Background: an optimization exercise with open tools, aiming at small area and a short achievable clock period. Do not read the settings as production practice. At most, simulation tests tie the RTL to the original design; equivalence was not proved. For runs 3 to 5, only the layout was checked, not whether the RTL still works. Power figures rest on the tool's default switching activity, not on a simulated workload.

==> design.v <==
module slc_upd (
    input  wire        v,
    input  wire        vg,         
    input  wire        l,
    input  wire [22:0] magp,
    input  wire [24:0] c,
    input  wire [15:0] s,
    input  wire [15:0] q,
    input  wire        ci,
    input  wire        sg,
    input  wire        c7,         
    output wire [22:0] magp_n,
    output wire [24:0] c_n,
    output wire [24:0] rs,
    output wire [24:0] rk
);
    wire [15:0] mv = magp[22:7] & {16{vg}};
    wire [15:0] x  = ~q & {16{vg}};
    wire [8:0]  ah = x[15:7];
    wire [24:0] sa, ka;
    csa_row #(.W(25)) u_ra (
        .x (~c),
        .y ({{3{s[15]}}, s, 6'd0}),
        .z ({{9{q[15]}}, q}),
        .s (sa),
        .k (ka)
    );
    wire [24:0] kx = {ka[23:0], ci};
    wire [16:0] ch;
    wire [15:0] kq;
    assign ch[0] = 1'b0;
    genvar i;
    generate
        for (i = 0; i < 16; i = i + 1) begin : g_q
            if (i < 9) begin : g_4
                c42 u_c (.a(mv[i]), .b(ah[i]), .c(sa[i]), .d(kx[i]), .ci(ch[i]),
                         .co(ch[i+1]), .s(rs[i]), .k(kq[i]));
            end else begin : g_3
                c42z u_c (.a(mv[i]), .c(sa[i]), .d(kx[i]), .ci(ch[i]),
                          .co(ch[i+1]), .s(rs[i]), .k(kq[i]));
            end
        end
    endgenerate
    wire [24:16] hk;
    csa_row #(.W(1)) u_f16 (.x(sa[16]), .y(kx[16]), .z(ch[16]), .s(rs[16]), .k(hk[16]));
    generate
        for (i = 17; i < 25; i = i + 1) begin : g_h
            cl_x2  u_s (.a(sa[i]), .b(kx[i]), .y(rs[i]));
            cl_and u_k (.a(sa[i]), .b(kx[i]), .y(hk[i]));
        end
    endgenerate
    assign rk = {hk[23:16], kq, c7};
    wire [24:0] rsum;
    pfx_add #(.W(25)) u_c (.x(rs), .y(rk), .ci(1'b0), .s(rsum));
    slc_magp u_m (.magp(magp), .x(x), .sg(sg), .mv(mv), .c7(c7), .magp_n(magp_n));
    assign c_n = (v & l) ? {2'b00, magp_n} : ~rsum;
endmodule
module slc_magp (
    input  wire [22:0] magp,
    input  wire [15:0] x,
    input  wire        sg,
    input  wire [15:0] mv,
    input  wire        c7,
    output wire [22:0] magp_n
);
    wire [22:0] s1, k1, s2, k2;
    wire [22:0] k1x = {k1[21:0], ~c7};
    genvar i;
    generate
        for (i = 0; i < 23; i = i + 1) begin : g_r
            if (i < 9) begin : g_1f
                wire h;
                cl_x2   u_h (.a(magp[i]), .b(x[i]), .y(h));
                cl_xn2  u_s (.a(h), .b(x[i+7]), .y(s1[i]));
                cl_majn u_k (.a(magp[i]), .b(x[i]), .cn(x[i+7]), .y(k1[i]));
            end else if (i < 16) begin : g_1o
                cl_xn2 u_s (.a(magp[i]), .b(x[i]), .y(s1[i]));
                cl_or  u_k (.a(magp[i]), .b(x[i]), .y(k1[i]));
            end else begin : g_1c
                cl_inv u_s (.a(magp[i]), .y(s1[i]));
                assign k1[i] = magp[i];
            end
            if (i < 16) begin : g_2f
                wire h;
                cl_x2   u_h (.a(s1[i]), .b(k1x[i]), .y(h));
                cl_xn2  u_s (.a(h), .b(mv[i]), .y(s2[i]));
                cl_majn u_k (.a(s1[i]), .b(k1x[i]), .cn(mv[i]), .y(k2[i]));
            end else begin : g_2o
                cl_xn2 u_s (.a(s1[i]), .b(k1x[i]), .y(s2[i]));
                cl_or  u_k (.a(s1[i]), .b(k1x[i]), .y(k2[i]));
            end
        end
    endgenerate
    pfx_add #(.W(23)) u_a (.x(s2), .y({k2[21:0], sg}), .ci(1'b1), .s(magp_n));
endmodule
module slc_dec (
    input  wire [15:0] s,
    input  wire [24:0] rs,
    input  wire [24:0] rk,
    input  wire        dv,
    input  wire        in_pre,
    input  wire        in_sync,
    input  wire        m0,
    input  wire        m1,
    input  wire        sm,
    output wire        b_n,        
    output wire        pre_dn,
    output wire        sync_dn
);
    wire        sg = s[15];
    wire [24:0] xs = {{3{sg}}, s, 6'd0};
    wire [24:0] qs = {{9{1'b1}}, s ^ {16{~sg}}};
    wire [24:0] t;
    wire [25:0] ch;            
    assign ch[0] = 1'b0;
    genvar i;
    generate
        for (i = 0; i < 25; i = i + 1) begin : g_c
            if (i < 6) begin : g_z
                c42zt u_c (.a(rs[i]), .c(rk[i]), .e(s[i]), .sg(sg), .co(ch[i+1]), .t(t[i]));
            end else if (i < 16) begin : g_m
                c42ts u_c (.a(rs[i]), .b(rk[i]), .c(s[i-6]), .e(s[i]), .sg(sg),
                           .co(ch[i+1]), .t(t[i]));
            end else begin : g_f
                c42t1 u_c (.a(rs[i]), .b(rk[i]), .c(xs[i]), .co(ch[i+1]), .t(t[i]));
            end
        end
    endgenerate
    wire [23:0] g, p;
    generate
        for (i = 0; i < 24; i = i + 1) begin : g_pg
            if (i == 0) begin : g_0
                pg0 u_p (.t(t[0]), .c(ch[0]), .k(~sg), .g(g[0]), .p(p[0]));
            end else if (i < 17) begin : g_i
                pgk u_p (.t(t[i]), .c(ch[i]), .tp(t[i-1]), .cp(ch[i-1]), .dp(qs[i-1]),
                         .g(g[i]), .p(p[i]));
            end else begin : g_i1
                pgk1 u_p (.t(t[i]), .c(ch[i]), .tp(t[i-1]), .cp(ch[i-1]), .g(g[i]), .p(p[i]));
            end
        end
    endgenerate
    wire glo, ghin, phin, c24;
    pfx_gtree_gp #(.W(16)) u_tl (.g(g[15:0]), .p(p[15:0]), .co(glo), .po());
    pfx_gtree_gp #(.W(8))  u_th (.g(g[23:16]), .p(p[23:16]), .co(ghin), .po(phin));
    cl_node #(.PI(1), .PJ(0)) u_tj (.gi(ghin), .pi(phin), .gj(glo), .pj(1'b0), .go(c24), .po());
    wire tt;                   
    top24 u_top (.t(t[24]), .c(ch[24]), .tp(t[23]), .cp(ch[23]), .y(tt));
    wire pa = dv & in_pre  & (tt ? m1 : m0);
    wire pb = dv & in_pre  & (tt ? m0 : m1);
    wire sa = dv & in_sync & sm & ~tt;
    wire sb = dv & in_sync & sm &  tt;
    cl_muxi u_b  (.s(c24), .a(~tt), .b(tt), .y(b_n));
    cl_muxi u_pf (.s(c24), .a(pb), .b(pa), .y(pre_dn));
    cl_muxi u_sf (.s(c24), .a(sb), .b(sa), .y(sync_dn));
endmodule
module c42t (
    input  wire a, input wire b, input wire c, input wire d,
    output wire co, output wire t
);
    wire ab, cd;
    cl_x2  u_ab (.a(a), .b(b), .y(ab));
    cl_x2  u_cd (.a(c), .b(d), .y(cd));
    cl_x2  u_t  (.a(ab), .b(cd), .y(t));
    cl_maj u_co (.a(a), .b(b), .c(c), .y(co));
endmodule
module c42ts (
    input  wire a, input wire b, input wire c, input wire e, input wire sg,
    output wire co, output wire t
);
    wire ab, abs_, ce;
    cl_x2  u_ab (.a(a), .b(b), .y(ab));
    cl_xn2 u_as (.a(ab), .b(sg), .y(abs_));
    cl_x2  u_ce (.a(c), .b(e), .y(ce));
    cl_x2  u_t  (.a(abs_), .b(ce), .y(t));
    cl_maj u_co (.a(a), .b(b), .c(c), .y(co));
endmodule
module c42zt (
    input  wire a, input wire c, input wire e, input wire sg,
    output wire co, output wire t
);
    wire ac, acs;
    cl_x2  u_ac (.a(a), .b(c), .y(ac));
    cl_xn2 u_as (.a(ac), .b(sg), .y(acs));
    cl_x2  u_t  (.a(acs), .b(e), .y(t));
    cl_and u_co (.a(a), .b(c), .y(co));
endmodule
module pgk (
    input  wire t, input wire c, input wire tp, input wire cp, input wire dp,
    output wire g, output wire p
);
    wire sm = t ^ c;
    wire kp = tp ? cp : dp;
    assign g = sm & kp;
    assign p = sm | kp;
endmodule
module pg0 (
    input  wire t, input wire c, input wire k,
    output wire g, output wire p
);
    wire sm = t ^ c;
    assign g = sm & k;
    assign p = sm | k;
endmodule
module top24 (
    input  wire t, input wire c, input wire tp, input wire cp,
    output wire y
);
    assign y = t ^ c ^ (~tp | cp);
endmodule
module pgk1 (
    input  wire t, input wire c, input wire tp, input wire cp,
    output wire g, output wire p
);
    wire sm = t ^ c;
    wire kp = ~tp | cp;
    assign g = sm & kp;
    assign p = sm | kp;
endmodule
module c42t1 (
    input  wire a, input wire b, input wire c,
    output wire co, output wire t
);
    wire ab;
    cl_x2  u_ab (.a(a), .b(b), .y(ab));
    cl_xn2 u_t  (.a(ab), .b(c), .y(t));
    cl_maj u_co (.a(a), .b(b), .c(c), .y(co));
endmodule
module pfx_gtree_gp #(
    parameter W = 8
) (
    input  wire [W-1:0] g,
    input  wire [W-1:0] p,
    output wire         co,
    output wire         po
);
    localparam L = $clog2(W);
    localparam N = 1 << L;
    wire [N*(L+1)-1:0] G, P;
    genvar i, k;
    generate
        for (i = 0; i < N; i = i + 1) begin : g_pg
            if (i < W) begin : g_bi
                assign G[i] = g[i];
                assign P[i] = p[i];
            end else begin : g_pad
                assign G[i] = 1'b0;
                assign P[i] = 1'b1;
            end
        end
        for (k = 0; k < L; k = k + 1) begin : g_lvl
            for (i = 0; i < (N >> (k + 1)); i = i + 1) begin : g_n
                if (k % 2 == 0) begin : g_a
                    cl_gpa u_c (.g(G[k*N+2*i+1]), .p(P[k*N+2*i+1]), .gl(G[k*N+2*i]), .pl(P[k*N+2*i]),
                                .gn(G[(k+1)*N+i]), .pn(P[(k+1)*N+i]));
                end else begin : g_o
                    cl_gpo u_c (.gn(G[k*N+2*i+1]), .pn(P[k*N+2*i+1]), .gln(G[k*N+2*i]), .pln(P[k*N+2*i]),
                                .g(G[(k+1)*N+i]), .p(P[(k+1)*N+i]));
                end
            end
        end
    endgenerate
    assign co = G[L*N];
    assign po = P[L*N];
endmodule
module c42s (
    input  wire a, input wire b, input wire c, input wire e, input wire sg,
    input  wire d, input wire ci,
    output wire co, output wire s, output wire k
);
    wire ab, abs_, ce, t;
    cl_x2  u_ab (.a(a), .b(b), .y(ab));
    cl_xn2 u_as (.a(ab), .b(sg), .y(abs_));
    cl_x2  u_ce (.a(c), .b(e), .y(ce));
    cl_x2  u_t  (.a(abs_), .b(ce), .y(t));
    cl_maj u_co (.a(a), .b(b), .c(c), .y(co));
    cl_x2  u_s  (.a(t), .b(ci), .y(s));
    cl_mux u_k  (.s(t), .a(d), .b(ci), .y(k));
endmodule
module c42zs (
    input  wire a, input wire c, input wire e, input wire sg, input wire d,
    input  wire ci,
    output wire co, output wire s, output wire k
);
    wire ac, acs, t;
    cl_x2  u_ac (.a(a), .b(c), .y(ac));
    cl_xn2 u_as (.a(ac), .b(sg), .y(acs));
    cl_x2  u_t  (.a(acs), .b(e), .y(t));
    cl_and u_co (.a(a), .b(c), .y(co));
    cl_x2  u_s  (.a(t), .b(ci), .y(s));
    cl_mux u_k  (.s(t), .a(d), .b(ci), .y(k));
endmodule
module c42z (
    input  wire a, input wire c, input wire d, input wire ci,
    output wire co, output wire s, output wire k
);
    wire cd, t;
    cl_x2  u_cd (.a(c), .b(d), .y(cd));
    cl_x2  u_t  (.a(a), .b(cd), .y(t));
    cl_and u_co (.a(a), .b(c), .y(co));
    cl_x2  u_s  (.a(t), .b(ci), .y(s));
    cl_mux u_k  (.s(t), .a(d), .b(ci), .y(k));
endmodule
module c42 (
    input  wire a, input wire b, input wire c, input wire d, input wire ci,
    output wire co, output wire s, output wire k
);
    wire ab, cd, t;
    cl_x2  u_ab (.a(a), .b(b), .y(ab));
    cl_x2  u_cd (.a(c), .b(d), .y(cd));
    cl_x2  u_t  (.a(ab), .b(cd), .y(t));
    cl_maj u_co (.a(a), .b(b), .c(c), .y(co));
    cl_x2  u_s  (.a(t), .b(ci), .y(s));
    cl_mux u_k  (.s(t), .a(d), .b(ci), .y(k));
endmodule
module pfx_add #(
    parameter W = 8
) (
    input  wire [W-1:0] x,
    input  wire [W-1:0] y,
    input  wire         ci,
    output wire [W-1:0] s
);
    localparam L = $clog2(W);
    function integer pol(input integer k, input integer i);
        integer m, n;
        begin
            n = 0;
            for (m = 0; m < k; m = m + 1)
                n = n + ((i >> m) & 1);
            pol = n % 2;
        end
    endfunction
    wire [W*(L+1)-1:0] G, P;
    genvar i, k;
    generate
        for (i = 0; i < W; i = i + 1) begin : g_pg
            if (i == 0) begin : g_b0
                cl_maj u_g (.a(x[0]), .b(y[0]), .c(ci), .y(G[0]));
                assign P[0] = 1'b0;
            end else begin : g_bi
                cl_pg u_pg (.a(x[i]), .b(y[i]), .g(G[i]), .p(P[i]));
            end
        end
        for (k = 0; k < L; k = k + 1) begin : g_lvl
            for (i = 0; i < W; i = i + 1) begin : g_n
                if ((i >> k) & 1) begin : g_op
                    localparam integer J = ((i >> k) << k) - 1;
                    cl_node #(.PI(pol(k, i)), .PJ(pol(k, J))) u_c (
                        .gi (G[k*W+i]), .pi (P[k*W+i]), .gj (G[k*W+J]), .pj (P[k*W+J]),
                        .go (G[(k+1)*W+i]), .po (P[(k+1)*W+i]));
                end else begin : g_pass
                    assign G[(k+1)*W+i] = G[k*W+i];
                    assign P[(k+1)*W+i] = P[k*W+i];
                end
            end
        end
        for (i = 0; i < W; i = i + 1) begin : g_s
            wire h;
            cl_x2 u_h (.a(x[i]), .b(y[i]), .y(h));
            if (i == 0) begin : g_s0
                cl_x2 u_s (.a(h), .b(ci), .y(s[0]));
            end else if (pol(L, i - 1)) begin : g_sn
                cl_xn2 u_s (.a(h), .b(G[L*W+i-1]), .y(s[i]));
            end else begin : g_sp
                cl_x2 u_s (.a(h), .b(G[L*W+i-1]), .y(s[i]));
            end
        end
    endgenerate
endmodule
module pfx_gtree #(
    parameter W = 8
) (
    input  wire [W-1:0] x,
    input  wire [W-1:0] y,
    input  wire         ci,
    output wire         co
);
    localparam L = $clog2(W);
    localparam N = 1 << L;
    wire [N*(L+1)-1:0] G, P;
    genvar i, k;
    generate
        for (i = 0; i < N; i = i + 1) begin : g_pg
            if (i == 0) begin : g_b0
                cl_maj u_g (.a(x[0]), .b(y[0]), .c(ci), .y(G[0]));
                assign P[0] = 1'b0;
            end else if (i < W) begin : g_bi
                cl_pg u_pg (.a(x[i]), .b(y[i]), .g(G[i]), .p(P[i]));
            end else begin : g_pad
                assign G[i] = 1'b0;
                assign P[i] = 1'b1;
            end
        end
        for (k = 0; k < L; k = k + 1) begin : g_lvl
            for (i = 0; i < (N >> (k + 1)); i = i + 1) begin : g_n
                if (k % 2 == 0) begin : g_a
                    cl_gpa u_c (.g(G[k*N+2*i+1]), .p(P[k*N+2*i+1]), .gl(G[k*N+2*i]), .pl(P[k*N+2*i]),
                                .gn(G[(k+1)*N+i]), .pn(P[(k+1)*N+i]));
                end else begin : g_o
                    cl_gpo u_c (.gn(G[k*N+2*i+1]), .pn(P[k*N+2*i+1]), .gln(G[k*N+2*i]), .pln(P[k*N+2*i]),
                                .g(G[(k+1)*N+i]), .p(P[(k+1)*N+i]));
                end
            end
        end
    endgenerate
    assign co = G[L*N];
    assign po = P[L*N];
endmodule
module csa_row #(
    parameter W = 8
) (
    input  wire [W-1:0] x,
    input  wire [W-1:0] y,
    input  wire [W-1:0] z,
    output wire [W-1:0] s,
    output wire [W-1:0] k
);
    genvar i;
    generate
        for (i = 0; i < W; i = i + 1) begin : g_b
            wire h;
            cl_x2  u_h (.a(x[i]), .b(y[i]), .y(h));
            cl_x2  u_s (.a(h), .b(z[i]), .y(s[i]));
            cl_maj u_k (.a(x[i]), .b(y[i]), .c(z[i]), .y(k[i]));
        end
    endgenerate
endmodule
module cl_inv (input wire a, output wire y);
    assign y = ~a;
endmodule
module cl_x2 (input wire a, input wire b, output wire y);
    assign y = a ^ b;
endmodule
module cl_xn2 (input wire a, input wire b, output wire y);
    assign y = ~(a ^ b);
endmodule
module cl_mux (input wire s, input wire a, input wire b, output wire y);
    assign y = s ? b : a;
endmodule
module cl_muxi (input wire s, input wire a, input wire b, output wire y);
    assign y = ~(s ? b : a);
endmodule
module cl_node #(
    parameter PI = 0,
    parameter PJ = 0
) (
    input  wire gi, input wire pi, input wire gj, input wire pj,
    output wire go, output wire po
);
    wire gi_t = PI ? ~gi : gi;
    wire pi_t = PI ? ~pi : pi;
    wire gj_t = PJ ? ~gj : gj;
    wire pj_t = PJ ? ~pj : pj;
    wire g_t  = gi_t | (pi_t & gj_t);
    wire p_t  = pi_t & pj_t;
    assign go = PI ? g_t : ~g_t;
    assign po = PI ? p_t : ~p_t;
endmodule
module cl_and (input wire a, input wire b, output wire y);
    assign y = a & b;
endmodule
module cl_or (input wire a, input wire b, output wire y);
    assign y = a | b;
endmodule
module cl_majn (input wire a, input wire b, input wire cn, output wire y);
    assign y = (a & b) | (a & ~cn) | (b & ~cn);
endmodule
module cl_maj (input wire a, input wire b, input wire c, output wire y);
    assign y = (a & b) | (a & c) | (b & c);
endmodule
module cl_pg (input wire a, input wire b, output wire g, output wire p);
    assign g = a & b;
    assign p = a | b;
endmodule
module cl_gpa (input wire g, input wire p, input wire gl, input wire pl,
               output wire gn, output wire pn);
    assign gn = ~(g | (p & gl));
    assign pn = ~(p & pl);
endmodule
module cl_gpo (input wire gn, input wire pn, input wire gln, input wire pln,
               output wire g, output wire p);
    assign g = ~(gn & (pn | gln));
    assign p = ~(pn | pln);
endmodule
module pocsag_bch (
    input  wire [31:0] cw_in,
    output reg  [31:0] cw_out,
    output reg         fail
);
    localparam [32*11-1:0] SYN_TAB = {
        11'h769, 11'h3B5, 11'h1DB, 11'h785, 11'h3C3, 11'h689, 11'h345, 11'h1A3,
        11'h7B9, 11'h3DD, 11'h1EF, 11'h79F, 11'h4A7, 11'h53B, 11'h5F5, 11'h2FB,
        11'h615, 11'h30B, 11'h6ED, 11'h377, 11'h6D3, 11'h401, 11'h201, 11'h101,
        11'h081, 11'h041, 11'h021, 11'h011, 11'h009, 11'h005, 11'h003, 11'h001
    };
    reg [10:0] syn;
    reg [31:0] flip;
    integer p;
    always @* begin
        syn = 11'd0;
        for (p = 0; p < 32; p = p + 1)
            if (cw_in[p])
                syn = syn ^ SYN_TAB[p*11 +: 11];
        flip = 32'd0;
        for (p = 0; p < 32; p = p + 1)
            if (syn == SYN_TAB[p*11 +: 11])
                flip[p] = 1'b1;
        cw_out = cw_in ^ flip;
        fail   = (syn != 11'd0) && (flip == 32'd0);
    end
endmodule
module pocsag_rx (
    input  wire        clk,
    input  wire        rst,
    input  wire        in_valid,
    input  wire [15:0] in_sample,
    output wire        pre_found,
    output wire        sync_found,
    output wire        out_valid,
    output wire [3:0]  out_index,
    output wire [31:0] out_word,
    output wire        out_fail,
    output wire        out_addr
);
    localparam [31:0] SYNC_WORD = 32'h7CD215D8;
    localparam [1:0] S_PRE   = 2'd0,
                     S_SYNC  = 2'd1,
                     S_BATCH = 2'd2;
    wire        acc = in_valid & ~rst;
    wire        sg  = in_sample[15];
    reg  [1:0]  icnt;          
    reg         v_r;           
    reg         vg_r;          
    reg         l_r;           
    reg  [15:0] s_r;           
    reg  [15:0] q_r;           
    reg         ci_r;          
    reg         c7_r;          
    reg         sg_r;          
    reg  [22:0] magp;
    reg  [24:0] c_r;
    wire [15:0] x_in = in_sample ^ {16{sg}};    
    wire [22:0] magp_n;
    wire [24:0] c_n;
    wire [24:0] rs_n, rk_n;
    slc_upd u_upd (
        .v      (v_r),
        .vg     (vg_r),
        .l      (l_r),
        .magp   (magp),
        .c      (c_r),
        .s      (s_r),
        .q      (q_r),
        .ci     (ci_r),
        .sg     (sg_r),
        .c7     (c7_r),
        .magp_n (magp_n),
        .c_n    (c_n),
        .rs     (rs_n),
        .rk     (rk_n)
    );
    always @(posedge clk) begin
        l_r  <= (icnt == 2'd3);
        vg_r <= acc;
        s_r  <= acc ? in_sample : 16'd0;
        q_r  <= acc ? (in_sample ^ {16{~sg}}) : 16'd0;
        ci_r <= acc & ~sg;
        c7_r <= acc & ({1'b0, magp_n[6:0]} + {1'b0, x_in[6:0]} + {7'd0, sg} > 8'd127);
        sg_r <= acc & sg;
        if (rst) begin
            icnt <= 2'd0;
            v_r  <= 1'b0;
            magp <= 23'd0;
            c_r  <= 25'd0;
        end else begin
            if (in_valid)
                icnt <= icnt + 2'd1;
            v_r  <= in_valid;
            magp <= magp_n;
            c_r  <= c_n;
        end
    end
    reg  [1:0]   state;
    reg  [31:0]  sr;           
    reg  [31:0]  xr;           
    reg  [511:0] fq;           
    wire in_pre   = (state == S_PRE);
    wire in_sync  = (state == S_SYNC);
    wire in_batch = (state == S_BATCH);
    reg  m0_r, m1_r;           
    reg  sm_r;                 
    wire b_n, pre_dn, sync_dn;
    wire dv = acc & (icnt == 2'd3);
    slc_dec u_dec (
        .s       (in_sample),
        .rs      (rs_n),
        .rk      (rk_n),
        .dv      (dv),
        .in_pre  (in_pre),
        .in_sync (in_sync),
        .m0      (m0_r),
        .m1      (m1_r),
        .sm      (sm_r),
        .b_n     (b_n),
        .pre_dn  (pre_dn),
        .sync_dn (sync_dn)
    );
    reg bv_r, b_rn, pre_rn, sync_rn;
    always @(posedge clk) begin
        bv_r    <= dv;
        b_rn    <= b_n;
        pre_rn  <= pre_dn;
        sync_rn <= sync_dn;
    end
    wire b_r = ~b_rn;
    assign pre_found  = ~pre_rn;
    assign sync_found = ~sync_rn;
    reg  [9:0] pheld;
    reg  [9:0] ptrans;
    wire       pfull   = (pheld == 10'd576);
    wire       held    = (pheld != 10'd0);
    wire       t_sub   = pfull & (fq[511] ^ fq[479]);
    wire       inc0    = held &  sr[0];
    wire       inc1    = held & ~sr[0];
    wire       nfull   = pfull | (pheld == 10'd575);
    wire       ge518   = (ptrans >= 10'd518);
    wire       ge519   = (ptrans >= 10'd519);
    wire       ge520   = (ptrans >= 10'd520);
    reg  [4:0] scnt;
    reg  [3:0] widx;
    always @(posedge clk) begin
        m0_r <= nfull & ((inc0 & ~t_sub) ? ge518 : (~inc0 & t_sub) ? ge520 : ge519);
        m1_r <= nfull & ((inc1 & ~t_sub) ? ge518 : (~inc1 & t_sub) ? ge520 : ge519);
        sm_r <= (scnt == 5'd31) && (sr[30:0] == SYNC_WORD[31:1]);
    end
    wire inc  = b_r ? inc1 : inc0;
    wire pm_r = b_r ? m1_r : m0_r;
    reg        start_r;
    reg        ovalid;
    reg  [3:0] oidx;
    reg        ofail, oaddr;
    wire push     = bv_r & in_batch & (scnt == 5'd31);
    wire complete = push & (widx == 4'd15);
    wire load     = start_r | (ovalid & (oidx != 4'd15));
    wire [31:0] head = fq[511:480];
    wire [31:0] corr;
    wire        cfail;
    pocsag_bch u_bch (
        .cw_in  (head),
        .cw_out (corr),
        .fail   (cfail)
    );
    always @(posedge clk) begin
        if (rst) begin
            start_r <= 1'b0;
            ovalid  <= 1'b0;
        end else begin
            start_r <= complete;
            ovalid  <= load;
        end
        if (load) begin
            oidx  <= start_r ? 4'd0 : oidx + 4'd1;
            ofail <= cfail;
            oaddr <= ~head[31];
        end
    end
    wire [31:0] fq_in;
    genvar j;
    generate
        for (j = 0; j < 32; j = j + 1) begin : g_in
            if (j == 0) begin : g0
                assign fq_in[j] = in_pre ? xr[31] : b_r;
            end else begin : gj
                assign fq_in[j] = in_pre ? fq[15*32 + j - 1] : sr[j-1];
            end
        end
    endgenerate
    wire fq_en = (bv_r & in_pre) | push | load;
    always @(posedge clk) begin
        if (bv_r)
            sr <= {sr[30:0], b_r};
        if (in_pre) begin
            if (bv_r)
                xr <= {xr[30:0], sr[31]};
        end else if (load) begin
            xr <= corr;
        end
        if (fq_en)
            fq <= {fq[479:0], fq_in};
    end
    always @(posedge clk) begin
        if (rst) begin
            state  <= S_PRE;
            pheld  <= 10'd0;
            ptrans <= 10'd0;
            scnt   <= 5'd0;
            widx   <= 4'd0;
        end else if (bv_r) begin
            case (state)
                S_PRE: begin
                    if (pm_r) begin
                        pheld  <= 10'd0;
                        ptrans <= 10'd0;
                        scnt   <= 5'd0;
                        state  <= S_SYNC;
                    end else begin
                        if (!pfull)
                            pheld <= pheld + 10'd1;
                        if (inc & ~t_sub)
                            ptrans <= ptrans + 10'd1;
                        else if (~inc & t_sub)
                            ptrans <= ptrans - 10'd1;
                    end
                end
                S_SYNC: begin
                    if (sm_r & ~b_r) begin
                        scnt  <= 5'd0;
                        widx  <= 4'd0;
                        state <= S_BATCH;
                    end else if (scnt != 5'd31) begin
                        scnt <= scnt + 5'd1;
                    end
                end
                S_BATCH: begin
                    scnt <= scnt + 5'd1;
                    if (scnt == 5'd31) begin
                        widx <= widx + 4'd1;
                        if (widx == 4'd15)
                            state <= S_SYNC;
                    end
                end
                default: state <= S_PRE;
            endcase
        end
    end
    assign out_valid = ovalid;
    assign out_index = oidx;
    assign out_word  = xr;
    assign out_fail  = ofail;
    assign out_addr  = oaddr;
endmodule
==> flow/run.sh <==
#!/bin/bash
# The standard layout (standard synthesis and the ORFS steps unchanged),
# with two differences:
# - the port buffers that buffer_ports inserts are sky130_fd_sc_hd__buf_4
#   instead of the cell it picks by default (clkdlybuf4s50_1, a delay
#   cell); every input and output port still gets its own buffer;
# - repair_timing works on every path with less than 8.2 ns of setup slack
#   (SETUP_SLACK_MARGIN), so it sizes up the gates on the critical paths.
#   The clock period and the constraints are the standard flow's own.
# make's output goes to standard.log; ORFS keeps each step's log under
# orfs/logs.
set -euo pipefail
export BUFFER_PORTS_ARGS="-buffer_cell sky130_fd_sc_hd__buf_4"
export SETUP_SLACK_MARGIN=8.2
bash standard.sh > standard.log 2>&1
==> standard.sh <==
#!/bin/bash
# synth_recipe.tcl (not shown) runs the flow's synth.tcl, then flattens the netlist and writes it again
# the make line also repeats each setting of config.mk as NAME=value (left out here)
make -C /OpenROAD-flow-scripts/flow DESIGN_CONFIG=/design/flow/config.mk WORK_HOME=/design/flow/orfs CLKGATE_MAP_FILE= SYNTH_SCRIPT=/design/flow/synth_recipe.tcl "${@:-finish}"
==> config.mk <==
export PLATFORM = sky130hd
export DESIGN_NAME = pocsag_rx
export DESIGN_NICKNAME = pocsag_rx
export VERILOG_FILES = /design/flow/design.v
export SDC_FILE = /design/flow/constraint.sdc
export NUM_CORES = 4
export LEC_CHECK = 0
export CAP_MARGIN = 20
export CORE_MARGIN = 2
export CORE_UTILIZATION = 40
export CTS_BUF_LIST = sky130_fd_sc_hd__clkbuf_8
export PLACE_DENSITY = 0.75
export SLEW_MARGIN = 20
export SYNTH_HIERARCHICAL = 1
==> constraint.sdc <==
create_clock -name core_clock -period 12.0 [get_ports {clk}]
set_input_delay 2.4000 -clock core_clock [delete_from_list [all_inputs] [get_ports {clk}]]
set_output_delay 2.4000 -clock core_clock [all_outputs]
set_load 0.01 [all_outputs]
==> results of run 1 <==
[cells in the final DEF, fill, tap and decap left out, types with 13 or more instances in the layout]
cell type / instances
dfxtp_1: 125
a21oi_2: 72
mux2_2: 68
o21ai_0: 20
xnor2_1: 198
clkinv_2: 16
inv_1: 145
or2_1: 58
buf_4: 138
clkbuf_8: 107
maj3_2: 79
xnor2_2: 17
ha_1: 21
nand2_1: 117
nor3_1: 13
xor2_2: 49
xor2_1: 266
mux2i_1: 26
nor2b_1: 84
and2_1: 55
mux2_4: 16
conb_1: 21
a21oi_1: 20
nand3_1: 37
nor2_1: 117
edfxtp_1: 582
nand2b_1: 18
clkinv_1: 18
and2_2: 51
o21ai_1: 51
[power breakdown]
group | internal (mW) | total (mW) | switching, mW
Clock | 0.948 | 1.87 | 0.920
Combinational | 1.99 | 4.34 | 2.35
Sequential | 2.73 | 2.79 | 0.0581
Total | 5.67 | 9.00 | 3.33
[registers in the layout, summed over array words and instances, names as in the netlist, 16 cells and up]
register,flops
magp,23
c_r,25
fq,512
s_r,16
sr,32
xr,32
q_r,16
[worst max-delay path by stage]
stage / endpoint / slack [ns] / cells after the start
global route: pre_rn / 8.05 / 18
detailed placement: pre_rn / 6.63 / 13
finish: b_rn / 8.17 / 14
CTS: out_word[0] / 8.17 / 1
floorplan: fq[0] / 5.69 / 4
global placement: b_rn / 6.72 / 13
[routing by layer]
layer,track usage [%],wire length (um),part of all wire [%],vias to the layer above
met1,19.6,28700,45,8996
li1,-,-,-,9044
met3,2.98,2980,4.7,123
met5,0,0,0,-
met4,4.80,1610,2.5,0
met2,23.2,30300,48,377
[stage by stage]
stage / power [mW] / setup WS, ns / instance area, um2 / hold slack (ns)
after detailed placement: 6.64 / 6.63 / 35000 / 0.405
final: 9.00 / 8.17 / 38700 / 0.388
after global routing: 9.60 / 8.05 / 38700 / 0.388
after CTS: 8.67 / 8.17 / 37500 / 0.386
after global placement: 6.58 / 6.72 / 35000 / 0.400
after floorplan: 6.03 / 5.69 / 33400 / 0.400
[worst max-delay path, cell delays in order]
cell     delay [ns]
buf_16         0.13
buf_16         0.16
buf_12         0.15
xnor2_4        0.17
xor2_2         0.20
mux2i_1        0.12
nand2_1        0.08
nand2_1        0.09
o21ai_2        0.16
a21oi_2        0.07
o21ai_2        0.17
inv_2          0.07
o21ai_4        0.25
mux2i_1        0.21
[timing repair]
| action | in CTS | in global routing |
|---|---|---|
| pin swaps | 6 | 37 |
| cloned | 3 | 1 |
| hold buffers | 0 | 0 |
| setup buffers | 14 | 63 |
| resized for setup | 55 | 89 |
| endpoints found under the setup margin | 42 | 31 |
[layout make-up]
| type | instances | share of cell area (%) |
|---|---|---|
| tap | 1070 | 3.46 |
| clock inverter | 82 | 1.38 |
| inverter | 113 | 1.10 |
| clock buffer | 107 | 3.80 |
| antenna | 2 | 0.0129 |
| multi-input combinational | 1633 | 34.9 |
| timing repair buffer | 153 | 3.52 |
| sequential | 710 | 51.8 |
==> summary.txt, run 1 <==
Run status
  • Status: complete, no violations

Worst setup path
  • Critical Path Fanout Max: 7
  • FF-to-FF setup slack: 8.27 ns
  • Critical R2R Launch: c_r[7]
  • Startpoint types: primary input
  • Crit path required time: 12.62 ns
  • CP Launch Point: in_sample[15]
  • Worst-case reg-to-reg path depth: 18
  • WP data arrival: 4.45 ns
  • Crit Path Class: primary input to flop
  • Crit end category: flop
  • Worst R2R End: b_rn

Die
  • Die Wd: 292 um
  • Initial Util: 40.4%
  • Core area: 82100 um2
  • Row count: 105
  • Die ar.: 85200 um2
  • Chip height: 292 um
  • Boundary Pins: 60

Min path
  • Hold WC Path Type: flop to flop
  • Worst hold stages: 0
  • Hold EP: fq[415]
  • Hold Crit Start: fq[383]

Timing
  • Worst Tran Pin Value: 1.25 ns
  • Tcrit/Tclk final: 31.9%
  • Hold Vio Cnt, Final: 0
  • Finish-stage setup viols: 0
  • Unrepaired setup endpoints after global routing: true
  • Crit path time final: 3.83 ns
  • Setup TNS: 0 ns
  • Fmax: 261 MHz
  • Clock skew: 0.0410 ns
  • Relative slew margins: 16.8%
  • Slew Limit Fails: 0

Clock tree
  • Clock tree root buffer cell: clkbuf_8
  • CTS Buf Count: 103
  • Clock tree sinks: 710
  • Worst-Skew Late Latency: 0.72 ns
  • Clock transition at path regs: 0.07 ns
  • TritonCTS clock tree: yes
  • CTS H-tree depth: 3
  • Clk buf depth: 3

Final layout
  • Layout net count: 2759
  • Share of post-route cells with drive strength above 1: 25.9%
  • Area Growth Syn to Fin: 16.7%
  • Multi-input gate area: 13500 um2
  • Core Util, Final: 47.1%
  • FILL cells: 6933
  • Final non-filler cell total: 3870
  • Register area: 20000 um2

Placement
  • Dpl cells: 3597
  • Post-DP HPWL: 40.5 mm
  • Port bufs: 59
  • Gpl congestion: 0.848

GRT
  • Vias in the first global route: 18021
  • Total Routing Usage GR: 14.5%
  • GR Overflow Total: 0
  • First-pass GRT wire length: 97.2 mm
  • Initial antenna violation count: 4
  • Largest net degree at the start of global routing: 206

Drt
  • DRC errors left: 0
  • Vias/cell: 4.79
  • TritonRoute pass-1 iters: 5
  • Drt initial violations: 1308
  • Final WL: 63.6 mm
  • Post-route ant nets: 0
  • Vias: 18540
  • Routed length per placed instance: 16.4 um

Pwr
  • PwrDens: 233 nW/um2
  • Peak supply drop: 0.000172 V
  • Lkg Pwr: 14.0 nW

Synthesis
  • Mapped Cells: 2485
  • Syn Area/Cell: 13.3 um2
  • Post-synth design cell area: 33200 um2
  • Ys Warns: 8

Flow run
  • Max-Cap Viols: 0
==> inputs of run 2 (changes only) <==
--- a/flow/run.sh
+++ b/flow/run.sh
@@ -5,5 +5,5 @@
 #   instead of the cell it picks by default (clkdlybuf4s50_1, a delay
 #   cell); every input and output port still gets its own buffer;
-# - repair_timing works on every path with less than 8.2 ns of setup slack
+# - repair_timing works on every path with less than 7.9 ns of setup slack
 #   (SETUP_SLACK_MARGIN), so it sizes up the gates on the critical paths.
 #   The clock period and the constraints are the standard flow's own.
@@ -12,4 +12,4 @@
 set -euo pipefail
 export BUFFER_PORTS_ARGS="-buffer_cell sky130_fd_sc_hd__buf_4"
-export SETUP_SLACK_MARGIN=8.2
+export SETUP_SLACK_MARGIN=7.9
 bash standard.sh > standard.log 2>&1
==> summary.txt, run 2 <==
Final layout
  • Share of post-route cells with drive strength above 1: 21.8% (-4.1 points)
  • FILL cells: 7198 (+3.8%)
  • Multi-input gate area: 12900 um2 (-4.9%)
  • Top Registers: fq: 512 flops, sr: 32 flops, xr: 32 flops
  • Area Growth Syn to Fin: 13.2%
  • Commonest cells after routing, fill and taps aside: 582 x edfxtp_1, 303 x xor2_1, 218 x xnor2_1, 140 x inv_1, 127 x dfxtp_1
  • Most common cell after layout, fill and taps aside: edfxtp_1
  • Largest register FFs: 512 (unchanged)
  • Layout net count: 2698 (-2.2%)
  • Register area: 20000 um2 (about the same)
  • Top reg by flops: fq

Drt
  • Routed length per placed instance: 16.3 um (-0.66%)
  • Vias/cell: 4.77 (-0.33%)
  • Final WL: 62.2 mm (-2.2%)
  • Drt initial violations: 1434 (+9.6%)
  • Post-route ant nets: 0 (unchanged)
  • DRC errors left: 0 (unchanged)
  • TritonRoute pass-1 iters: 7 (+2)
  • Vias: 18201 (-1.8%)

Pwr
  • PwrDens: 230 nW/um2 (-1.1%)
  • Lkg Pwr: 13.5 nW (-3.7%)
  • Peak supply drop: 0.000128 V (-26%)
  • Power Total: 8.64 mW (-4.0%)

Timing
  • Tcrit/Tclk final: 32.7% (+0.75 points)
  • Fmax: 255 MHz (-2.3%)
  • Slew Limit Fails: 0 (unchanged)
  • Setup TNS: 0 ns (unchanged)
  • Unrepaired setup endpoints after global routing: false
  • Relative slew margins: 27.7% (+11 points)
  • Hold Vio Cnt, Final: 0 (unchanged)
  • Finish-stage setup viols: 0 (unchanged)
  • Worst Tran Pin Value: 1.08 ns (-0.164 ns)
  • Clock skew: 0.0610 ns (+0.0201 ns)
  • Crit path time final: 3.92 ns (+0.0897 ns)

Worst setup path
  • Crit path required time: 12.41 ns (-0.21 ns)
  • FF-to-FF setup slack: 8.08 ns (-0.19 ns)
  • Crit Path Class: flop to flop
  • Cell Chain, Critical Path: xnor2_1 -> xnor3_1 -> xnor2_1 -> xnor2_1 -> nor2b_1 -> and3b_1 -> nor2b_1 -> o41ai_1 -> nand3_1 -> nor4_2
  • Critical R2R Launch: fq[503]
  • WP data arrival: 4.33 ns (-0.12 ns)
  • Top cell family by delay on the critical path: XOR/XNOR gates
  • Most frequent CP cell: xnor2_1
  • CP max stage cell: nor4_2
  • Worst R2R End: ofail
  • CP bufs+invs: 0 (-4)
  • Worst-case reg-to-reg path depth: 10 (-8)
  • Crit end category: flop
  • Critical Path Fanout Max: 6 (-1)
  • Startpoint types: flop
  • CP peak stage delay: 0.56 ns (+0.31 ns)

Flow run
  • Max-Cap Viols: 0 (unchanged)

Clock tree
  • Worst-Skew Late Latency: 0.73 ns (about the same)
  • Clock tree sinks: 710 (unchanged)
  • Clock tree root buffer cell: clkbuf_8
  • Clock transition at path regs: 0.06 ns (about the same)
  • TritonCTS clock tree: yes
  • Clk buf depth: 3 (unchanged)
  • Cts hold-fix bufs: 0 (unchanged)
  • CTS Buf Count: 111 (+7.8%)
  • CTS H-tree depth: 3 (unchanged)

Min path
  • Hold WC Path Type: flop to flop
  • Worst hold stages: 0 (unchanged)
  • Hold EP: fq[506]
  • Hold Crit Start: fq[474]

Placement
  • Port bufs: 59 (unchanged)
  • Post-DP HPWL: 41.8 mm (+3.4%)
  • Gpl congestion: 0.869 (+2.4%)

Die
  • Die ar.: 85200 um2 (unchanged)
  • Row count: 105 (unchanged)
  • Chip height: 292 um (unchanged)
  • Boundary Pins: 60 (unchanged)
  • Initial Util: 40.4% (unchanged)
  • Die Wd: 292 um (unchanged)
  • Core area: 82100 um2 (unchanged)

GRT
  • Total Routing Usage GR: 14.3% (-0.12 points)
  • First-pass GRT wire length: 96.8 mm (-0.42%)
  • Vias in the first global route: 17620 (-2.2%)
  • Initial antenna violation count: 3 (-1)
  • GR Overflow Total: 0 (unchanged)
  • Largest net degree at the start of global routing: 199 (-3.4%)

Run status
  • Status: complete, no violations

Synthesis
  • Mapped Cells: 2485 (unchanged)
  • Post-synth design cell area: 33200 um2 (unchanged)
  • Ys Warns: 8 (unchanged)
  • Syn Area/Cell: 13.3 um2 (unchanged)
-- run 2: changes by cell type in the layout (fill, tap and decap cells not counted), moves of 12 or more --
cell and delta:
clkbuf_8 +12, xor2_1 +37, buf_4 -59, xnor2_1 +20, xor2_2 -32
-- run 2: worst max-delay path by stage --
stage                        startpoint       to  slack [ns]  cells past startpoint
after floorplan                 oidx[0]    fq[0]        5.69                      4
after global placement    in_sample[15]     b_rn        6.93                     12
after detailed placement  in_sample[15]   pre_rn        6.87                     12
after CTS                          vg_r  c_r[19]        7.93                     15
after global routing            q_r[15]   pre_rn        7.89                     17
final                           fq[503]    ofail        8.08                     10
-- run 2: power by group --
group	internal (mW)	leakage (nW)	switching, mW	total, mW
Clock	1.05	1.23	0.928	1.98
Combinational	1.70	5.99	2.16	3.86
Sequential	2.74	6.29	0.0592	2.79
-- run 2: repair_timing --
| action | CTS | global route |
|---|---|---|
| endpoints found under the setup margin | 22 | 16 |
| pin swaps | 0 | 1 |
| setup buffers | 0 | 16 |
| resized for setup | 22 | 30 |
| hold endpoints to repair | 0 | 0 |
-- run 2: area by class of cell --
| type | count | area share, % |
|---|---|---|
| Sequential cell | 710 | 53.4 |
| Multi-Input combinational cell | 1633 | 34.3 |
| Clock buffer | 119 | 4.36 |
| Tap cell | 1070 | 3.57 |
| Timing Repair Buffer | 84 | 1.80 |
| Clock inverter | 82 | 1.50 |
| Inverter | 113 | 1.13 |
| Antenna cell | 1 | 0.00667 |
-- run 2: worst register-to-register path: stages (launching register included) --
cell and delay (ns):
edfxtp_1 0.52, xnor2_1 0.49, xnor3_1 0.49, xnor2_1 0.18, xnor2_1 0.28, nor2b_1 0.18, and3b_1 0.24, nor2b_1 0.15
o41ai_1 0.38, nand3_1 0.15, nor4_2 0.56
-- run 2: metal layers --
metal  global-route usage, %  vias to the layer above  wire length (um)
met2                    21.8                      377             27600
met1                    21.0                     8774             30400
met5                       0                        -                 0
met3                    2.85                       89              3210
met4                    3.52                        0              1030
li1                        -                     8961                 -
-- run 2: through the flow --
step	util, %	hold WS, ns	worst slack [ns]	instances	area (um2)
3_3_place_gp	42.6	0.400	6.93	3594	34900
4_1_cts	45.4	0.378	7.93	3795	37200
5_1_grt	45.7	0.391	7.89	3812	37500
6_report	45.7	0.386	8.08	3812	37500
3_5_place_dp	42.6	0.405	6.87	3594	34900
2_1_floorplan	-	0.400	5.69	2502	33300
==> inputs of run 3 (changes only) <==
--- a/design.v
+++ b/design.v
@@ -140,8 +140,10 @@
         end
     endgenerate
-    wire glo, ghin, phin, c24;
+    wire glo, ghin, phin, ghi, phi, c24n;
     pfx_gtree_gp #(.W(16)) u_tl (.g(g[15:0]), .p(p[15:0]), .co(glo), .po());
     pfx_gtree_gp #(.W(8))  u_th (.g(g[23:16]), .p(p[23:16]), .co(ghin), .po(phin));
-    cl_node #(.PI(1), .PJ(0)) u_tj (.gi(ghin), .pi(phin), .gj(glo), .pj(1'b0), .go(c24), .po());
+    cl_inv u_ig (.a(ghin), .y(ghi));
+    cl_inv u_ip (.a(phin), .y(phi));
+    cl_ga  u_tj (.g(ghi), .p(phi), .gl(glo), .gn(c24n));
     wire tt;                   
     top24 u_top (.t(t[24]), .c(ch[24]), .tp(t[23]), .cp(ch[23]), .y(tt));
@@ -150,7 +152,7 @@
     wire sa = dv & in_sync & sm & ~tt;
     wire sb = dv & in_sync & sm &  tt;
-    cl_muxi u_b  (.s(c24), .a(~tt), .b(tt), .y(b_n));
-    cl_muxi u_pf (.s(c24), .a(pb), .b(pa), .y(pre_dn));
-    cl_muxi u_sf (.s(c24), .a(sb), .b(sa), .y(sync_dn));
+    cl_muxi u_b  (.s(c24n), .a(tt), .b(~tt), .y(b_n));
+    cl_muxi u_pf (.s(c24n), .a(pa), .b(pb), .y(pre_dn));
+    cl_muxi u_sf (.s(c24n), .a(sa), .b(sb), .y(sync_dn));
 endmodule
 module c42t (
@@ -478,4 +480,7 @@
     assign pn = ~(p & pl);
 endmodule
+module cl_ga (input wire g, input wire p, input wire gl, output wire gn);
+    assign gn = ~(g | (p & gl));
+endmodule
 module cl_gpo (input wire gn, input wire pn, input wire gln, input wire pln,
                output wire g, output wire p);
@@ -659,9 +664,7 @@
             ovalid  <= load;
         end
-        if (load) begin
-            oidx  <= start_r ? 4'd0 : oidx + 4'd1;
-            ofail <= cfail;
-            oaddr <= ~head[31];
-        end
+        oidx  <= start_r ? 4'd0 : oidx + 4'd1;
+        ofail <= cfail;
+        oaddr <= ~head[31];
     end
     wire [31:0] fq_in;
@@ -683,5 +686,5 @@
             if (bv_r)
                 xr <= {xr[30:0], sr[31]};
-        end else if (load) begin
+        end else begin
             xr <= corr;
         end
--- a/flow/run.sh
+++ b/flow/run.sh
@@ -5,5 +5,5 @@
 #   instead of the cell it picks by default (clkdlybuf4s50_1, a delay
 #   cell); every input and output port still gets its own buffer;
-# - repair_timing works on every path with less than 7.9 ns of setup slack
+# - repair_timing works on every path with less than 8 ns of setup slack
 #   (SETUP_SLACK_MARGIN), so it sizes up the gates on the critical paths.
 #   The clock period and the constraints are the standard flow's own.
@@ -12,4 +12,4 @@
 set -euo pipefail
 export BUFFER_PORTS_ARGS="-buffer_cell sky130_fd_sc_hd__buf_4"
-export SETUP_SLACK_MARGIN=7.9
+export SETUP_SLACK_MARGIN=8
 bash standard.sh > standard.log 2>&1
--- a/config.mk
+++ b/config.mk
@@ -10,5 +10,4 @@
 export CORE_UTILIZATION = 40
 export CTS_BUF_LIST = sky130_fd_sc_hd__clkbuf_8
-export PLACE_DENSITY = 0.75
 export SLEW_MARGIN = 20
 export SYNTH_HIERARCHICAL = 1
==> summary.txt, run 3 <==
GRT
  • Largest net degree at the start of global routing: 191 (-4.0%)
  • Initial antenna violation count: 5 (+2)
  • Vias in the first global route: 18454 (+4.7%)
  • Total Routing Usage GR: 14.7% (+0.33 points)
  • First-pass GRT wire length: 99.2 mm (+2.5%)
  • GR Overflow Total: 0 (unchanged)

Final layout
  • Commonest cells after routing, fill and taps aside: 576 x edfxtp_1, 291 x xor2_1, 205 x xnor2_1, 144 x inv_1, 131 x dfxtp_1
  • Top Registers: fq: 512 flops, sr: 32 flops, xr: 32 flops
  • Top reg by flops: fq
  • Most common cell after layout, fill and taps aside: edfxtp_1
  • Share of post-route cells with drive strength above 1: 22.8% (+0.99 points)
  • Largest register FFs: 512 (unchanged)
  • Layout net count: 2731 (+1.2%)
  • Fin area: 37700 um2 (+0.52%)
  • Register area: 20000 um2 (-0.29%)
  • FILL cells: 7340 (+2.0%)
  • Area Growth Syn to Fin: 14.2%
  • Multi-input gate area: 13000 um2 (+1.1%)

Run status
  • Status: complete, no violations

Die
  • Chip height: 291 um (-0.17%)
  • Row count: 105 (unchanged)
  • Die Wd: 291 um (-0.17%)
  • Initial Util: 40.3% (-0.073 points)
  • Core area: 82000 um2 (-0.16%)
  • Boundary Pins: 60 (unchanged)
  • Die ar.: 85000 um2 (-0.34%)

Worst setup path
  • CP max stage cell: mux2i_1
  • Crit end category: flop
  • Cell Chain, Critical Path: buf_16 -> xnor2_1 -> xor2_1 -> mux2i_1 -> nand2_1 -> a21oi_2 -> o21ai_2 -> a21oi_2 -> o21ai_2 -> a21oi_4 -> mux2i_1
  • Crit path required time: 12.62 ns (+0.21 ns)
  • Startpoint types: primary input
  • CP peak stage delay: 0.28 ns (-0.28 ns)
  • WP data arrival: 4.53 ns (+0.20 ns)
  • Crit Path Class: primary input to flop
  • Critical Path Fanout Max: 30 (+24)

Timing
  • Worst Tran Pin Value: 1.06 ns (-0.0256 ns)
  • Fmax: 255 MHz (+0.15%)
  • Crit path time final: 3.92 ns (-0.00573 ns)
  • Final WS setup: 8.08 ns (+0.00573 ns)
  • Relative slew margins: 29.4% (+1.7 points)
  • Tcrit/Tclk final: 32.6% (-0.048 points)
  • Setup TNS: 0 ns (unchanged)
  • Finish-stage setup viols: 0 (unchanged)
  • Clock skew: 0.0397 ns (-0.0213 ns)
  • Slew Limit Fails: 0 (unchanged)
  • Hold Worst Slack: 0.382 ns (-0.00336 ns)
  • Unrepaired setup endpoints after global routing: true
  • Hold Vio Cnt, Final: 0 (unchanged)

Clock tree
  • TritonCTS clock tree: yes
  • Clock tree root buffer cell: clkbuf_8
  • Worst-Skew Late Latency: 0.72 ns (about the same)
  • Cts hold-fix bufs: 0 (unchanged)
  • CTS Buf Count: 110 (-0.90%)
  • Clock transition at path regs: 0.06 ns (about the same)
  • CTS H-tree depth: 3 (unchanged)
  • Clock tree sinks: 710 (unchanged)
  • Clk buf depth: 3 (unchanged)

Flow run
  • Max-Cap Viols: 0 (unchanged)

Drt
  • Drt initial violations: 1261 (-12%)
  • Vias/cell: 4.77 (-0.13%)
  • Vias: 18345 (+0.79%)
  • Routed length per placed instance: 16.5 um (+1.1%)
  • Final WL: 63.5 mm (+2.1%)
  • TritonRoute pass-1 iters: 5 (-2)
  • Post-route ant nets: 0 (unchanged)
  • DRC errors left: 0 (unchanged)

Placement
  • Port bufs: 59 (unchanged)
  • Post-DP HPWL: 42.1 mm (+0.69%)
  • Dpl ws: 6.72 ns (-0.150 ns)
  • Gpl congestion: 0.819 (-5.7%)
  • Placed Area: 34900 um2 (-0.17%)

Pwr
  • Lkg Pwr: 13.5 nW (about the same)
  • Peak supply drop: 0.000145 V (+13%)
  • PwrDens: 231 nW/um2 (+0.59%)

Synthesis
  • Ys Warns: 8 (unchanged)
  • Syn Area/Cell: 13.3 um2 (-0.50%)
  • Mapped Cells: 2489 (+0.16%)
  • Post-synth design cell area: 33100 um2 (-0.34%)

Min path
  • Hold WC Path Type: flop to flop
[run 3: path summary, 6_finish.rpt]
check | from | end | slack (ns) | depth (start not counted)
setup / recovery | in_sample[15] | b_rn | 8.08 | 11
hold / removal | fq[45] | fq[77] | 0.38 | 0
setup reg to reg | c_r[1] | b_rn | 8.12 | 17
hold reg to reg | fq[45] | fq[77] | 0.38 | 0
[run 3: critical path: cells and delay by family]
kind / cells / cell delay [ns]
compound gates: 5 / 0.84
xor+xnor: 2 / 0.49
buf+inv: 1 / 0.16
simple gates: 1 / 0.11
mux: 2 / 0.48
[run 3: area by class of cell]
class / instances / area share [%]
clock inverters: 91 / 1.51
diodes: 1 / 0.00663
flip-flops and latches: 710 / 52.9
multi-input cells: 1640 / 34.4
well taps: 1070 / 3.55
inverters: 115 / 1.14
repair buffers: 109 / 2.37
clock buffers: 111 / 4.05
[run 3: layer usage]
metal / share of wire, % / up-vias / track usage, % / wire length (um)
li1: - / 8995 / - / -
met1: 47 / 8968 / 20.2 / 29900
met2: 47 / 291 / 23.6 / 29700
met3: 4.1 / 91 / 2.85 / 2620
met4: 2.0 / 0 / 4.27 / 1280
met5: 0 / - / 0 / 0
[run 3: where the power goes]
group	switching, mW	internal (mW)
Sequential	0.0636	2.74
Combinational	2.22	1.79
Clock	0.939	0.983
[run 3: repair_timing]
action                     CTS  global route
setup buffers                8            30
cloned                       0             1
resized for setup           34            43
pin swaps                    1            33
setup endpoints to repair   31            26
[run 3: through the flow]
step                      utilization [%]  power, mW  cells
after floorplan                         -       6.01   2506
after global placement               42.6       6.58   3605
after detailed placement             42.6       6.65   3605
after CTS                            45.4       8.70   3815
after global routing                 46.0       9.36   3846
final                                46.0       8.73   3847
==> inputs of run 4 (changes only) <==
--- a/config.mk
+++ b/config.mk
@@ -10,4 +10,5 @@
 export CORE_UTILIZATION = 40
 export CTS_BUF_LIST = sky130_fd_sc_hd__clkbuf_8
+export PLACE_DENSITY = 0.75
 export SLEW_MARGIN = 20
 export SYNTH_HIERARCHICAL = 1
==> summary.txt, run 4 <==
Die
  • Chip height: 291 um (unchanged)
  • Boundary Pins: 60 (unchanged)
  • Row count: 105 (unchanged)
  • Die ar.: 85000 um2 (unchanged)
  • Core area: 82000 um2 (unchanged)
  • Initial Util: 40.3% (unchanged)
  • Die Wd: 291 um (unchanged)

Final layout
  • Top Registers: fq: 512 flops, sr: 32 flops, xr: 32 flops
  • Fin area: 37600 um2 (-0.39%)
  • Largest register FFs: 512 (unchanged)
  • Layout net count: 2719 (-0.44%)
  • Commonest cells after routing, fill and taps aside: 576 x edfxtp_1, 298 x xor2_1, 204 x xnor2_1, 146 x inv_1, 128 x dfxtp_1
  • Final non-filler cell total: 3816 (-0.81%)
  • Core Util, Final: 45.9% (-0.18 points)
  • Most common cell after layout, fill and taps aside: edfxtp_1
  • Share of post-route cells with drive strength above 1: 22.4% (-0.40 points)
  • Top reg by flops: fq
  • Area Growth Syn to Fin: 13.7%

Clock tree
  • Clock tree root buffer cell: clkbuf_8
  • TritonCTS clock tree: yes
  • Clock transition at path regs: 0.06 ns (about the same)
  • Worst-Skew Late Latency: 0.74 ns (+0.02 ns)
  • Clk buf depth: 3 (unchanged)
  • Clock tree sinks: 710 (unchanged)
  • Cts hold-fix bufs: 0 (unchanged)
  • CTS H-tree depth: 3 (unchanged)
  • CTS Buf Count: 111 (+0.91%)

Worst setup path
  • CP Launch Point: rst
  • Crit end category: flop
  • Critical R2R Launch: fq[501]
  • Worst R2R End: xr[27]
  • WP data arrival: 4.44 ns (-0.09 ns)
  • Crit Path Class: primary input to flop
  • Startpoint types: primary input
  • FF-to-FF setup slack: 8.20 ns (+0.08 ns)
  • Worst setup path end: sync_rn
  • Cell Chain, Critical Path: buf_4 -> nand2b_1 -> inv_1 -> and2_1 -> nand3_1 -> nor2_1 -> mux2i_1
  • CP max stage cell: inv_1
  • CP peak stage delay: 0.71 ns (+0.43 ns)
  • Crit path required time: 12.60 ns (-0.02 ns)
  • Worst-case reg-to-reg path depth: 9 (-8)
  • Critical Path Fanout Max: 21 (-30%)

Pwr
  • Part of the power in registers: 32.4% (+0.3 points)
  • PwrDens: 230 nW/um2 (-0.42%)
  • P_sw: 3.15 mW (-2.2%)
  • Internal power: 5.51 mW (about the same)
  • Peak supply drop: 0.000149 V (+3.2%)
  • Lkg Pwr: 13.4 nW (-0.40%)
  • Comb pwr share: 45.2% (-0.7 points)
  • Clock network power share: 22.3% (+0.3 points)
  • Switching share of power: 36.4% (-0.53 points)

Placement
  • Port bufs: 59 (unchanged)
  • Post-DP HPWL: 39.3 mm (-6.7%)
  • Dpl ws: 6.82 ns (+0.0990 ns)
  • Dpl cells: 3606 (+0.028%)
  • Placed Area: 34900 um2 (about the same)
  • Gpl congestion: 0.895 (+9.3%)

Timing
  • Final WS setup: 8.16 ns (+0.0784 ns)
  • Crit path time final: 3.84 ns (-0.0784 ns)
  • Fmax: 261 MHz (+2.0%)
  • Slew Limit Fails: 0 (unchanged)
  • Setup TNS: 0 ns (unchanged)
  • Worst Tran Pin Value: 0.997 ns (-0.0621 ns)
  • Finish-stage setup viols: 0 (unchanged)
  • Hold Vio Cnt, Final: 0 (unchanged)
  • Clock skew: 0.0575 ns (+0.0178 ns)
  • Unrepaired setup endpoints after global routing: true
  • Relative slew margins: 33.5% (+4.0 points)
  • Tcrit/Tclk final: 32.0% (-0.65 points)

GRT
  • Vias in the first global route: 18383 (-0.38%)
  • GR Overflow Total: 0 (unchanged)
  • First-pass GRT wire length: 94.7 mm (-4.6%)
  • Largest net degree at the start of global routing: 178 (-6.8%)
  • Total Routing Usage GR: 13.8% (-0.83 points)
  • Initial antenna violation count: 3 (-2)

Min path
  • Hold Crit Start: fq[298]
  • Hold WC Path Type: flop to flop

Drt
  • Vias/cell: 4.78 (+0.29%)
  • Vias: 18250 (-0.52%)
  • Post-route ant nets: 0 (unchanged)
  • Drt initial violations: 1108 (-12%)
  • Routed length per placed instance: 15.6 um (-5.3%)
  • DRC errors left: 0 (unchanged)
  • Final WL: 59.7 mm (-6.0%)
  • TritonRoute pass-1 iters: 5 (unchanged)

Synthesis
  • Post-synth design cell area: 33100 um2 (unchanged)
  • Syn Area/Cell: 13.3 um2 (unchanged)
  • Mapped Cells: 2489 (unchanged)
  • Ys Warns: 8 (unchanged)

Run status
  • Status: complete, no violations

Flow run
  • Max-Cap Viols: 0 (unchanged)
## run 4: cell count changes in the layout (fill, tap and decap cells not counted), moves of 4 or more
| cell | change |
|---|---|
| clkinv_1 | -18 |
| buf_4 | -14 |
| clkbuf_8 | +8 |
| clkinv_2 | -7 |
| xor2_1 | +7 |
| xor2_2 | -4 |
## run 4: worst max-delay path, delay by kind of cell
family | cells | cell delay (ns)
buffers and inverters | 2 | 0.82
multiplexers | 1 | 0.07
AND/OR/NAND/NOR | 4 | 1.11
## run 4: routing by layer
| layer | GRT usage [%] | wire (um) | up-vias |
|---|---|---|---|
| met2 | 22.4 | 27900 | 317 |
| met3 | 2.24 | 2350 | 100 |
| li1 | - | - | 8971 |
| met1 | 18.7 | 27900 | 8862 |
| met4 | 5.42 | 1440 | 0 |
| met5 | 0 | 0 | - |
## run 4: worst min path at each step
stage / to / slack (ns) / depth (start not counted)
final: fq[330] / 0.36 / 0
after global routing: fq[330] / 0.36 / 0
after CTS: fq[330] / 0.35 / 0
after detailed placement: fq[114] / 0.40 / 0
after global placement: fq[439] / 0.40 / 0
after floorplan: fq[100] / 0.40 / 0
## run 4: timing repair
| item | in CTS | in global routing |
|---|---|---|
| setup buffers | 7 | 16 |
| pin swaps | 0 | 31 |
| gates cloned | 0 | 2 |
| gates resized for setup | 30 | 42 |
| endpoints found under the setup margin | 28 | 200 |
## run 4: final cells by class
| cell class | count | area, um2 |
|---|---|---|
| fillers | 7194 | 44400 |
| flip-flops and latches | 710 | 20000 |
| multi-input cells | 1641 | 12900 |
| clock buffers | 119 | 1640 |
| well taps | 1070 | 1340 |
| repair buffers | 95 | 774 |
| clock inverters | 65 | 485 |
| inverters | 115 | 432 |
| diodes | 1 | 2.50 |
## run 4: per-stage QoR
stage,hold slack [ns],total power [mW]
finish,0.363,8.66
CTS,0.353,8.61
global placement,0.401,6.53
detailed placement,0.405,6.60
floorplan,0.400,6.01
global route,0.357,9.31
## run 4: power by group through the flow
| stage | Clock (mW) | Combinational, mW | Sequential [mW] |
|---|---|---|---|
| floorplan | 0 | 3.17 | 2.84 |
| global placement | 0 | 3.68 | 2.85 |
| detailed placement | 0 | 3.74 | 2.86 |
| CTS | 2.01 | 3.80 | 2.81 |
| global route | 2.11 | 4.38 | 2.82 |
| finish | 1.94 | 3.92 | 2.81 |
==> inputs of run 5 (changes only) <==
--- a/design.v
+++ b/design.v
@@ -488,8 +488,7 @@
     assign p = ~(pn | pln);
 endmodule
-module pocsag_bch (
+module pocsag_bch_syn (
     input  wire [31:0] cw_in,
-    output reg  [31:0] cw_out,
-    output reg         fail
+    output reg  [10:0] syn
 );
     localparam [32*11-1:0] SYN_TAB = {
@@ -499,6 +498,4 @@
         11'h081, 11'h041, 11'h021, 11'h011, 11'h009, 11'h005, 11'h003, 11'h001
     };
-    reg [10:0] syn;
-    reg [31:0] flip;
     integer p;
     always @* begin
@@ -507,4 +504,21 @@
             if (cw_in[p])
                 syn = syn ^ SYN_TAB[p*11 +: 11];
+    end
+endmodule
+module pocsag_bch (
+    input  wire [31:0] cw_in,
+    input  wire [10:0] syn,        
+    output reg  [31:0] cw_out,
+    output reg         fail
+);
+    localparam [32*11-1:0] SYN_TAB = {
+        11'h769, 11'h3B5, 11'h1DB, 11'h785, 11'h3C3, 11'h689, 11'h345, 11'h1A3,
+        11'h7B9, 11'h3DD, 11'h1EF, 11'h79F, 11'h4A7, 11'h53B, 11'h5F5, 11'h2FB,
+        11'h615, 11'h30B, 11'h6ED, 11'h377, 11'h6D3, 11'h401, 11'h201, 11'h101,
+        11'h081, 11'h041, 11'h021, 11'h011, 11'h009, 11'h005, 11'h003, 11'h001
+    };
+    reg [31:0] flip;
+    integer p;
+    always @* begin
         flip = 32'd0;
         for (p = 0; p < 32; p = p + 1)
@@ -651,6 +665,16 @@
     wire [31:0] corr;
     wire        cfail;
+    wire [10:0] syn_next;
+    reg  [10:0] syn_r;
+    pocsag_bch_syn u_syn (
+        .cw_in (fq[479:448]),
+        .syn   (syn_next)
+    );
+    always @(posedge clk)
+        if (push | load)
+            syn_r <= syn_next;
     pocsag_bch u_bch (
         .cw_in  (head),
+        .syn    (syn_r),
         .cw_out (corr),
         .fail   (cfail)
@@ -680,13 +704,18 @@
     endgenerate
     wire fq_en = (bv_r & in_pre) | push | load;
+    wire [31:0] xr_hold;
+    generate
+        for (j = 0; j < 32; j = j + 1) begin : g_xh
+            if (j == 0) begin : g_h0
+                cl_mux u_h (.s(bv_r), .a(xr[0]), .b(sr[31]), .y(xr_hold[0]));
+            end else begin : g_hj
+                cl_mux u_h (.s(bv_r), .a(xr[j]), .b(xr[j-1]), .y(xr_hold[j]));
+            end
+        end
+    endgenerate
     always @(posedge clk) begin
         if (bv_r)
             sr <= {sr[30:0], b_r};
-        if (in_pre) begin
-            if (bv_r)
-                xr <= {xr[30:0], sr[31]};
-        end else begin
-            xr <= corr;
-        end
+        xr <= in_pre ? xr_hold : corr;
         if (fq_en)
             fq <= {fq[479:0], fq_in};
==> summary.txt, run 5 <==
Clock tree
  • CTS Buf Count: 113 (+1.8%)
  • TritonCTS clock tree: yes
  • Clock tree root buffer cell: clkbuf_8
  • Cts hold-fix bufs: 0 (unchanged)
  • Clk buf depth: 3 (unchanged)
  • Clock tree sinks: 721 (+1.5%)
  • Clock transition at path regs: 0.06 ns (about the same)
  • Worst-Skew Late Latency: 0.75 ns (about the same)
  • CTS H-tree depth: 3 (unchanged)

Final layout
  • Commonest cells after routing, fill and taps aside: 555 x edfxtp_1, 299 x xor2_1, 208 x xnor2_1, 162 x dfxtp_1, 140 x inv_1
  • Multi-input gate area: 13400 um2 (+3.2%)
  • Fin area: 38300 um2 (+1.8%)
  • Area Growth Syn to Fin: 13.9%
  • Largest register FFs: 512 (unchanged)
  • Layout net count: 2748 (+1.1%)
  • FILL cells: 7245 (+0.71%)
  • Top Registers: fq: 512 flops, sr: 32 flops, xr: 32 flops
  • Final non-filler cell total: 3876 (+1.6%)
  • Most common cell after layout, fill and taps aside: edfxtp_1
  • Top reg by flops: fq
  • Share of post-route cells with drive strength above 1: 23.7% (+1.3 points)
  • Register area: 20000 um2 (about the same)

Timing
  • Crit path time final: 3.86 ns (+0.0262 ns)
  • Final WS setup: 8.14 ns (-0.0262 ns)
  • Setup TNS: 0 ns (unchanged)
  • Fmax: 259 MHz (-0.68%)
  • Finish-stage setup viols: 0 (unchanged)
  • Slew Limit Fails: 0 (unchanged)
  • Worst Tran Pin Value: 1.08 ns (+0.0813 ns)
  • Tcrit/Tclk final: 32.2% (+0.22 points)
  • Clock skew: 0.0753 ns (+0.0178 ns)
  • Relative slew margins: 28.1% (-5.3 points)
  • Hold Vio Cnt, Final: 0 (unchanged)
  • Unrepaired setup endpoints after global routing: true

GRT
  • Initial antenna violation count: 2 (-1)
  • Vias in the first global route: 18458 (+0.41%)
  • Largest net degree at the start of global routing: 213 (+20%)
  • GR Overflow Total: 0 (unchanged)
  • Total Routing Usage GR: 14.4% (+0.57 points)
  • First-pass GRT wire length: 98.6 mm (+4.2%)

Placement
  • Dpl cells: 3637 (+0.86%)
  • Gpl congestion: 0.858 (-4.1%)
  • Port bufs: 59 (unchanged)
  • Dpl ws: 6.90 ns (+0.0853 ns)
  • Placed Area: 35300 um2 (+1.3%)
  • Post-DP HPWL: 41.5 mm (+5.6%)

Drt
  • TritonRoute pass-1 iters: 5 (unchanged)
  • Post-route ant nets: 0 (unchanged)
  • Vias/cell: 4.82 (+0.87%)
  • Vias: 18699 (+2.5%)
  • DRC errors left: 0 (unchanged)
  • Drt initial violations: 1107 (-0.090%)
  • Routed length per placed instance: 16.2 um (+3.7%)
  • Final WL: 62.9 mm (+5.3%)

Pwr
  • Comb pwr share: 44.7% (-0.5 points)
  • P_sw: 3.26 mW (+3.5%)
  • Power Total: 9.02 mW (+4.2%)
  • Part of the power in registers: 32.2% (-0.2 points)
  • PwrDens: 236 nW/um2 (+2.3%)
  • Peak supply drop: 0.000144 V (-3.5%)
  • Clock network power share: 23.2% (+0.9 points)
  • Internal power: 5.76 mW (+4.5%)
  • Switching share of power: 36.1% (-0.24 points)
  • Lkg Pwr: 13.8 nW (+2.7%)

Synthesis
  • Post-synth design cell area: 33600 um2 (+1.6%)
  • Syn Area/Cell: 13.3 um2 (+0.22%)
  • Ys Warns: 9 (+1)
  • Mapped Cells: 2524 (+1.4%)

Die
  • Row count: 106 (+0.95%)
  • Initial Util: 40.3% (-0.051 points)
  • Boundary Pins: 60 (unchanged)
  • Die ar.: 86300 um2 (+1.6%)
  • Core area: 83400 um2 (+1.8%)
  • Die Wd: 294 um (+0.80%)
  • Chip height: 294 um (+0.80%)

Worst setup path
  • WP data arrival: 4.51 ns (+0.07 ns)
  • Crit path required time: 12.65 ns (+0.05 ns)
  • Crit end category: flop
  • Startpoint types: primary input
  • Critical Path Fanout Max: 59 (+180%)
  • Crit Path Class: primary input to flop

Min path
  • Hold WC Path Type: flop to flop

Run status
  • Status: complete, no violations

Flow run
  • Max-Cap Viols: 0 (unchanged)
run 5: area by class of cell:
type                    count  area share, %
diodes                      1        0.00654
clock buffers             132           4.75
clock inverters            75           1.32
inverters                 114           1.12
multi-input cells        1651           34.9
flip-flops and latches    721           52.3
well taps                1080           3.53
repair buffers            102           2.13
run 5: final timing paths:
kind,from,end,slack (ns),cells after the start
max,in_sample[15],b_rn,8.14,11
min,fq[297],fq[329],0.38,0
max reg2reg,vg_r,b_rn,8.23,18
min reg2reg,fq[297],fq[329],0.38,0
run 5: through the flow:
step                util [%]  hold slack (ns)
floorplan                  -            0.400
global placement        42.4            0.400
detailed placement      42.4            0.405
CTS                     45.4            0.355
global route            45.9            0.382
finish                  45.9            0.381
run 5: power by group through the flow:
stage	Clock (mW)	Sequential, mW	Combinational (mW)
floorplan	0	2.94	3.21
global placement	0	2.95	3.81
detailed placement	0	2.95	3.86
CTS	2.18	2.90	3.92
global route	2.27	2.92	4.48
finish	2.09	2.90	4.03
run 5: worst max-delay path, cell delays in order:
cell     delay (ns)
buf_16         0.28
xnor2_1        0.18
xor2_1         0.27
mux2i_1        0.28
nand2_1        0.11
a21oi_2        0.14
o21ai_2        0.07
a21oi_2        0.17
o21ai_2        0.13
a21oi_4        0.23
mux2i_1        0.20
run 5: what timing repair did:
item                                    in CTS  in global routing
gates resized for setup                     30                 41
endpoints found under the setup margin      31                193
buffers inserted                             7                 24
pin swaps                                    0                 10
run 5: routing by layer:
metal	global-route usage (%)	part of all wire, %
met1	19.7	46
met2	23.0	47
met3	2.62	4.3
met4	5.31	2.5
met5	0	0
